This design comes from an exercise in tuning for small area, a short achievable clock period and few clock cycles on the open sky130 flow, not from production work.
Only simulation tests tie the RTL to the original design; equivalence was not proved.
Power figures rest on the tool's default switching activity, not on a simulated workload.

## build 1
==> flow/design.v (excerpt) <==
module fsyn_calc (
    input             clk,
    input             rst,
    input             in_valid,
    output            in_ready,
    input      [31:0] in_freq,
    output            out_valid,
    output     [31:0] ms_a,
    output     [19:0] ms_b,
    output     [17:0] ms_p1,
    output     [19:0] ms_p2,
    output            ms_range_err,
    output            div_zero,
    output     [31:0] dds_word,
    output            dds_alias
);
Size in the first run: ~2100 cells after synthesis, ~200 flip-flops, about 17000 sq um of cells after synthesis.
Settings: LEC_CHECK=0, ABC_CLOCK_PERIOD_IN_PS=3500, CAP_MARGIN=20, CORE_MARGIN=2, CORE_UTILIZATION=52, SLEW_MARGIN=20; clock period 10.0 ns.
standard.sh (not shown) runs the stock make flow with config.mk's settings and CLKGATE_MAP_FILE= SYNTH_SCRIPT=/design/flow/synth_recipe.tcl, a recipe that flattens the netlist after the stock synthesis.
==> flow/flow/run.sh <==
#!/bin/bash
# Standard ORFS layout (the standard.sh, unchanged synthesis), with timing
# repair aiming at a setup slack of 6.2 ns against the design's own clock
# constraint, so the layout closes at a shorter achieved period, and with
# every input and output port buffered by a plain buf_1 (which repair may
# resize) instead of the delay buffer buffer_ports picks by default.
set -euo pipefail
cd "$(dirname "$0")/.."
bash standard.sh SETUP_SLACK_MARGIN=6.2 "BUFFER_PORTS_ARGS=-buffer_cell sky130_fd_sc_hd__buf_1" finish > standard_flow.log 2>&1
Testbench counts of build 1, summed over its fixed seeds: cycles 40,931.
Input changes introduced in build 44 (baseline for comparison: build 1):
- CORE_UTILIZATION now 60, was 52
- ABC_CLOCK_PERIOD_IN_PS now 6000, was 3500
Notes after the runs:
Build 44 ends up with higher mean routed wirelength per cell than build 1 does. Build 44 — largest driver fanout on the critical path 5 lower, build 1 as reference. Summary of build 44 over build 1: cell area flat, post-cts sizing count grew by 5, static power due to leakage roughly the same, remaining max-slew budget at the tightest pin picked up an extra 1.6 points. Build 44 against build 1: post-CTS setup-driven buffer insertion count now sits higher, first-iteration DRC count now sits higher.
Changes in build 23 relative to build 44:
- a change of ABC_CLOCK_PERIOD_IN_PS from 6000 to 3500
==> flow/flow/run.sh <==
#!/bin/bash
# Standard ORFS layout (the standard.sh, unchanged synthesis), with timing
# repair aiming at a setup slack of MARGIN ns against the design's own clock
# constraint, so the layout closes at a shorter achieved period.
set -euo pipefail
cd "$(dirname "$0")/.."
bash standard.sh SETUP_SLACK_MARGIN=6.2 finish > standard_flow.log 2>&1
==> run notes <==
met2 track demand over resource for build 23 is lower than for build 44. The run showing the smaller post-layout minimum cycle time is build 44. NOTE: design area in build 23 exceeds that of build 44. Worst relative slew slack up 0.58 points in build 23 wrt build 44. Between build 23 and build 44, global router's overall resource usage is lower for build 23, build 44 comes in above that. Taking build 44 as the reference, in build 23 overall power after layout picked up an extra about 1%; detail-routed net length per standard cell lost about 0.54%; final layout net count lost 38; synthesis-to-layout area growth picked up an extra 4.1 points.
Here is what was changed in the inputs of build 46 compared with build 23.
==> flow/flow/run.sh <==
#!/bin/bash
# Standard ORFS layout (the standard.sh, unchanged synthesis), with timing
# repair aiming at a setup slack of 6.6 ns against the design's own clock
# constraint, so the layout closes at a shorter achieved period, and with
# every input and output port buffered by a plain buf_1 (which repair may
# resize) instead of the delay buffer buffer_ports picks by default.
set -euo pipefail
cd "$(dirname "$0")/.."
bash standard.sh SETUP_SLACK_MARGIN=6.6 "BUFFER_PORTS_ARGS=-buffer_cell sky130_fd_sc_hd__buf_1" finish > standard_flow.log 2>&1
Notes after the runs:
Sort build 46 and build 23 by met2 wire length desc -> top: build 46
Route | build 46 vs build 23 | wire longer in build 46
Build 23 -> build 46: initial cell density of the core flat
Diff build 46 and build 23: worst hold slack lower in build 23
[build 46] met3 usage fell 0.79 points relative to build 23
The post-route fraction of the period consumed by the critical path in build 46 sits 0.76 points below the value recorded for build 23.
Number of remaining DRC errors delta (build 23 -> build 46): insignificant
Share of power burned in the clock network (build 46 over build 23): decrease, 0.8 points
Build 46 against build 23: register-to-register setup slack increased by 0.08 ns relative to the old numbers, setup slack shows an increase of 0.076 ns, share of cell area taken by flip-flops and latches went up.

---

The RTL this note starts from:
==> flow/design.v <==
module fsyn_calc (
    input             clk,
    input             rst,
    input             in_valid,
    output            in_ready,
    input      [31:0] in_freq,
    output            out_valid,
    output     [31:0] ms_a,
    output     [19:0] ms_b,
    output     [17:0] ms_p1,
    output     [19:0] ms_p2,
    output            ms_range_err,
    output            div_zero,
    output     [31:0] dds_word,
    output            dds_alias
);
    localparam [31:0] VCO_HZ = 32'd900000000;
    localparam [20:0] DDS_D  = 21'd1953125;           
    localparam [22:0] DDS_D2 = 23'd3906250;
    localparam [22:0] DDS_D3 = 23'd5859375;
    localparam [25:0] DDS_C  = 26'd976562;            
    localparam integer P     = 6;                     
    localparam integer NPRE  = P / 2;
    localparam [2:0] M_NORM = 3'd0, M_A = 3'd1, M_BINIT = 3'd2, M_B = 3'd3, M_DONE = 3'd4;
    reg         busy;
    reg  [31:0] f;
    reg         dz;
    reg         alias_r;
    reg  [2:0]  ms_st;
    reg         ms_done;
    reg  [5:0]  ms_j;
    reg  [31:0] ms_R;
    reg  [1:0]  ms_nb;
    reg  [29:0] Qa;
    reg  [19:0] Qb;
    reg  [10:0] p1_hi;
    reg         err_a, a_eq2048, b_zero;
    reg         d_run;
    reg  [5:0]  d_p;
    reg  [20:0] Rd;
    reg  [1:0]  d_nb;
    reg  [31:0] Qd;
    assign out_valid = busy & ms_done & ~d_run;
    assign in_ready  = ~busy | (ms_done & ~d_run);
    wire accept = in_valid & in_ready;
    function [1:0] vco_bits(input [5:0] j);
        vco_bits = {(j < 32) ? VCO_HZ[31 - j] : 1'b0, (j + 1 < 32) ? VCO_HZ[30 - j] : 1'b0};
    endfunction
    integer i;
    reg [5:0]  nm_j0;
    reg [31:0] nm_R0;
    always @(*) begin
        nm_j0 = 6'd0;
        for (i = 0; i < 32; i = i + 1)
            if (f[i]) nm_j0 = ((i + 2 > 32 ? 32 : i + 2) / 2) * 2;
        nm_R0 = VCO_HZ >> (6'd32 - nm_j0);
    end
    wire [33:0] ms_x  = {ms_R, ms_nb};
    wire [34:0] ms_d1 = {1'b0, ms_x} - {3'b000, f};
    wire [34:0] ms_d2 = {1'b0, ms_x} - {2'b00, f, 1'b0};
    wire [34:0] ms_ca = {1'b0, ms_x};
    wire [34:0] ms_cb = {3'b111, ~f};
    wire [34:0] ms_cc = {2'b11, ~f, 1'b1};
    wire [34:0] ms_cs = ms_ca ^ ms_cb ^ ms_cc;
    wire [34:0] ms_cy = (ms_ca & ms_cb) | (ms_ca & ms_cc) | (ms_cb & ms_cc);
    wire [34:0] ms_d3 = ms_cs - {~ms_cy[33:0], 1'b0};
    wire [1:0]  ms_q  = ~ms_d3[34] ? 2'd3 : ~ms_d2[34] ? 2'd2 : ~ms_d1[34] ? 2'd1 : 2'd0;
    wire [31:0] ms_Rn = ~ms_d3[34] ? ms_d3[31:0] : ~ms_d2[34] ? ms_d2[31:0] :
                        ~ms_d1[34] ? ms_d1[31:0] : ms_x[31:0];
    wire ms_last = (ms_j == 6'd30);
    wire [29:0] br    = ms_R[29:0];
    wire [9:0]  b_rh  = br[29:20];
    wire        bl_nz = |br[19:0];
    wire [29:0] b_t1  = br + {20'hFFFFF, ~b_rh};                  
    wire [29:0] b_t0  = (b_rh == 10'd0) ? 30'd0 : {b_rh - 10'd1, 20'd0 - {10'd0, b_rh}};
    wire [29:0] b_top = bl_nz ? b_t1 : b_t0;
    wire [19:0] b_low = ~br[19:0] + 20'd1;
    wire [22:0] d_x  = {Rd, d_nb};
    wire [23:0] d_d1 = {1'b0, d_x} - {3'b000, DDS_D};
    wire [23:0] d_d2 = {1'b0, d_x} - {1'b0, DDS_D2};
    wire [23:0] d_d3 = {1'b0, d_x} - {1'b0, DDS_D3};
    wire [1:0]  d_q  = ~d_d3[23] ? 2'd3 : ~d_d2[23] ? 2'd2 : ~d_d1[23] ? 2'd1 : 2'd0;
    wire [20:0] Rdn  = ~d_d3[23] ? d_d3[20:0] : ~d_d2[23] ? d_d2[20:0] :
                       ~d_d1[23] ? d_d1[20:0] : d_x[20:0];
    wire          in_long = |in_freq[31:27] | &in_freq[26:24];
    wire          d_pre   = (d_p < NPRE);
    wire [P+31:0] d_seq   = {f[5+P:0], DDS_C};
    wire [5:0]    d_pn    = d_p + 6'd1;
    wire [1:0]    d_nb_n  = d_seq[P+31-2*d_pn -: 2];
    always @(posedge clk) begin
        if (rst) begin
            busy <= 1'b0;
        end else if (accept) begin
            busy <= 1'b1;
        end else if (out_valid) begin
            busy <= 1'b0;
        end
    end
    always @(posedge clk) begin
        if (accept) begin
            f       <= in_freq;
            ms_st   <= M_NORM;
            ms_done <= 1'b0;
            d_run   <= 1'b1;
        end else begin
            case (ms_st)
                M_NORM: begin
                    ms_j  <= nm_j0;
                    ms_st <= (f == 32'd0) ? M_DONE : (nm_j0 == 6'd32) ? M_BINIT : M_A;
                    if (f == 32'd0) ms_done <= 1'b1;
                end
                M_A:     begin ms_j <= ms_j + 6'd2; if (ms_last) ms_st <= M_BINIT; end
                M_BINIT: begin ms_j <= 6'd12; ms_st <= M_B; end
                M_B:     begin
                    ms_j <= ms_j + 6'd2;
                    if (ms_last) begin ms_st <= M_DONE; ms_done <= 1'b1; end
                end
                default: ;
            endcase
            if (d_p == NPRE + 15) d_run <= 1'b0;
        end
    end
    always @(posedge clk) begin
        dz       <= (f == 32'd0);
        alias_r  <= (f > 32'd62500000);
        p1_hi    <= dz ? 11'd0 : Qa[10:0] - 11'd4;
        err_a    <= ~dz & (~|Qa[29:3] | (|Qa[29:11] & (Qa != 30'd2048)));
        a_eq2048 <= ~dz & (Qa == 30'd2048);
        case (ms_st)
            M_NORM:  begin ms_R <= nm_R0;           ms_nb <= vco_bits(nm_j0); end
            M_A:     begin ms_R <= ms_Rn;           ms_nb <= vco_bits(ms_j + 6'd2); end
            M_BINIT: begin ms_R <= {2'b00, b_top};  ms_nb <= b_low[19:18]; end
            default: begin ms_R <= ms_Rn;           ms_nb <= Qb[19:18]; end
        endcase
        if (accept) begin
            Rd   <= in_long ? in_freq[31:6+P] : in_freq[26:6];
            d_nb <= in_long ? in_freq[5+P -: 2] : in_freq[5 -: 2];
            d_p  <= in_long ? 6'd0 : NPRE;
        end else begin
            Rd   <= Rdn;
            d_nb <= d_nb_n;
            d_p  <= d_p + 6'd1;
        end
    end
    always @(posedge clk) begin
        begin
            case (ms_st)
                M_NORM: begin
                    Qa <= 30'd0;
                    Qb <= 20'd0;
                end
                M_A: Qa <= {Qa[27:0], ms_q};
                M_BINIT: begin
                    Qb     <= {b_low[17:0], 2'b00};
                    b_zero <= 1'b1;
                end
                M_B: begin
                    Qb     <= {Qb[17:0], ms_q};
                    b_zero <= b_zero & ~|ms_q;
                end
                default: ;
            endcase
            if (d_run && !d_pre) Qd <= {Qd[29:0], d_q};
        end
    end
    assign ms_a         = {2'b00, Qa};
    assign ms_b         = Qb;
    assign ms_p1        = {p1_hi, Qb[19:13]};
    assign ms_p2        = {Qb[12:0], Qb[19:13]};
    assign ms_range_err = err_a | (a_eq2048 & ~b_zero);
    assign div_zero     = dz;
    assign dds_word     = Qd;
    assign dds_alias    = alias_r;
endmodule
clock: 10.0 ns
lec_check: 0
abc_clock_period_in_ps: 3500
cap_margin: 20
core_margin: 2
core_utilization: 60
slew_margin: 20
==> flow/flow/run.sh <==
#!/bin/bash
# Standard ORFS layout (the standard.sh, unchanged synthesis), with timing
# repair aiming at a setup slack of 6.2 ns against the design's own clock
# constraint, so the layout closes at a shorter achieved period, and with
# every input and output port buffered by a plain buf_1 (which repair may
# resize) instead of the delay buffer buffer_ports picks by default.
set -euo pipefail
cd "$(dirname "$0")/.."
bash standard.sh SETUP_SLACK_MARGIN=6.2 "BUFFER_PORTS_ARGS=-buffer_cell sky130_fd_sc_hd__buf_1" finish > standard_flow.log 2>&1
Testbench counts at the start, summed over its fixed seeds: cycles 40,931.
Change:
- CTS_BUF_LIST: default -> sky130_fd_sc_hd__clkbuf_4 sky130_fd_sc_hd__clkbuf_8
After rerunning: Global-route usage is lower by 0.25 points; via count is about the same; clock skew is higher by 0.026 ns; worst hold slack is about the same; utilization is lower by 0.38 points; final area is lower slightly; worst setup slack got worse by 0.057 ns; flip-flop and latch count is unchanged.
Change:
- ABC_CLOCK_PERIOD_IN_PS: 3500 -> 2500
- CTS_BUF_LIST: sky130_fd_sc_hd__clkbuf_4 sky130_fd_sc_hd__clkbuf_8 -> default
After rerunning: Sequential power stays flat; cell area increases by about 0.53%; area after synthesis stays the same; worst setup slack is better by 0.057 ns.
Change:
--- a/flow/flow/run.sh
+++ b/flow/flow/run.sh
@@ -3 +3 @@
-# repair aiming at a setup slack of 6.2 ns against the design's own clock
+# repair aiming at a setup slack of 5.8 ns against the design's own clock
@@ -9 +9 @@
-bash standard.sh SETUP_SLACK_MARGIN=6.2 "BUFFER_PORTS_ARGS=-buffer_cell sky130_fd_sc_hd__buf_1" finish > standard_flow.log 2>&1
+bash standard.sh SETUP_SLACK_MARGIN=5.8 "BUFFER_PORTS_ARGS=-buffer_cell sky130_fd_sc_hd__buf_1" finish > standard_flow.log 2>&1
- ABC_CLOCK_PERIOD_IN_PS: 2500 -> 3500
Outcome:
- The new run went through all stages and came out clean
- routed wire length fell by a few percent
- total power fell by a little under a tenth
- register-to-register slack degrades by 0.27 ns
- synthesized cell count does not change
- first-iteration DRC count fell by a few percent
- non-clock buffer count fell by 73
- worst setup slack degrades by 0.27 ns
- sequential power hardly moves

what the ideal ports hide:
In the flow no input, the clock included, has a driving cell. The finished layouts below were timed again as built, in two steps. Step 1 (the two cells are an assumption about what drives the block):
set clk [get_ports {clk}]
set_driving_cell -lib_cell sky130_fd_sc_hd__clkbuf_16 $clk
set_driving_cell -lib_cell sky130_fd_sc_hd__buf_2 [delete_from_list [all_inputs] $clk]
Step 2 adds t to the input delays and takes it off the output delays; t is the mean of the earliest and latest rising clock arrival at the registers after step 1. Input paths then give back, and output paths get back, about the clock's delay inside the block. a / b / c = ideal ports / drivers / drivers and shift; a / b = the first two.
run | t, ns | slack for setup (ns) | pins driven straight from the clock port
build 1 | 0.610 | 6.108 / 6.108 / 5.934 | 1
build 44 | 0.604 | 6.091 / 6.091 / 5.858 | 1
build 23 | 0.585 | 6.070 / 6.070 / 5.797 | 1
build 46 | 0.583 | 6.146 / 6.146 / 6.146 | 1
the first run of note 2 | 0.604 | 6.091 / 6.091 / 5.858 | 1
the second run of note 2 | 0.610 | 6.034 / 6.034 / 5.845 | 1
the third run of note 2 | 0.604 | 6.091 / 6.091 / 5.858 | 1
the fourth run of note 2 | 0.592 | 5.819 / 5.819 / 5.819 | 1
After both steps every run listed still meets setup and hold. The setup slack of build 23, which loses most, moves by 0.000 ns with the drivers and by -0.273 ns with both steps.
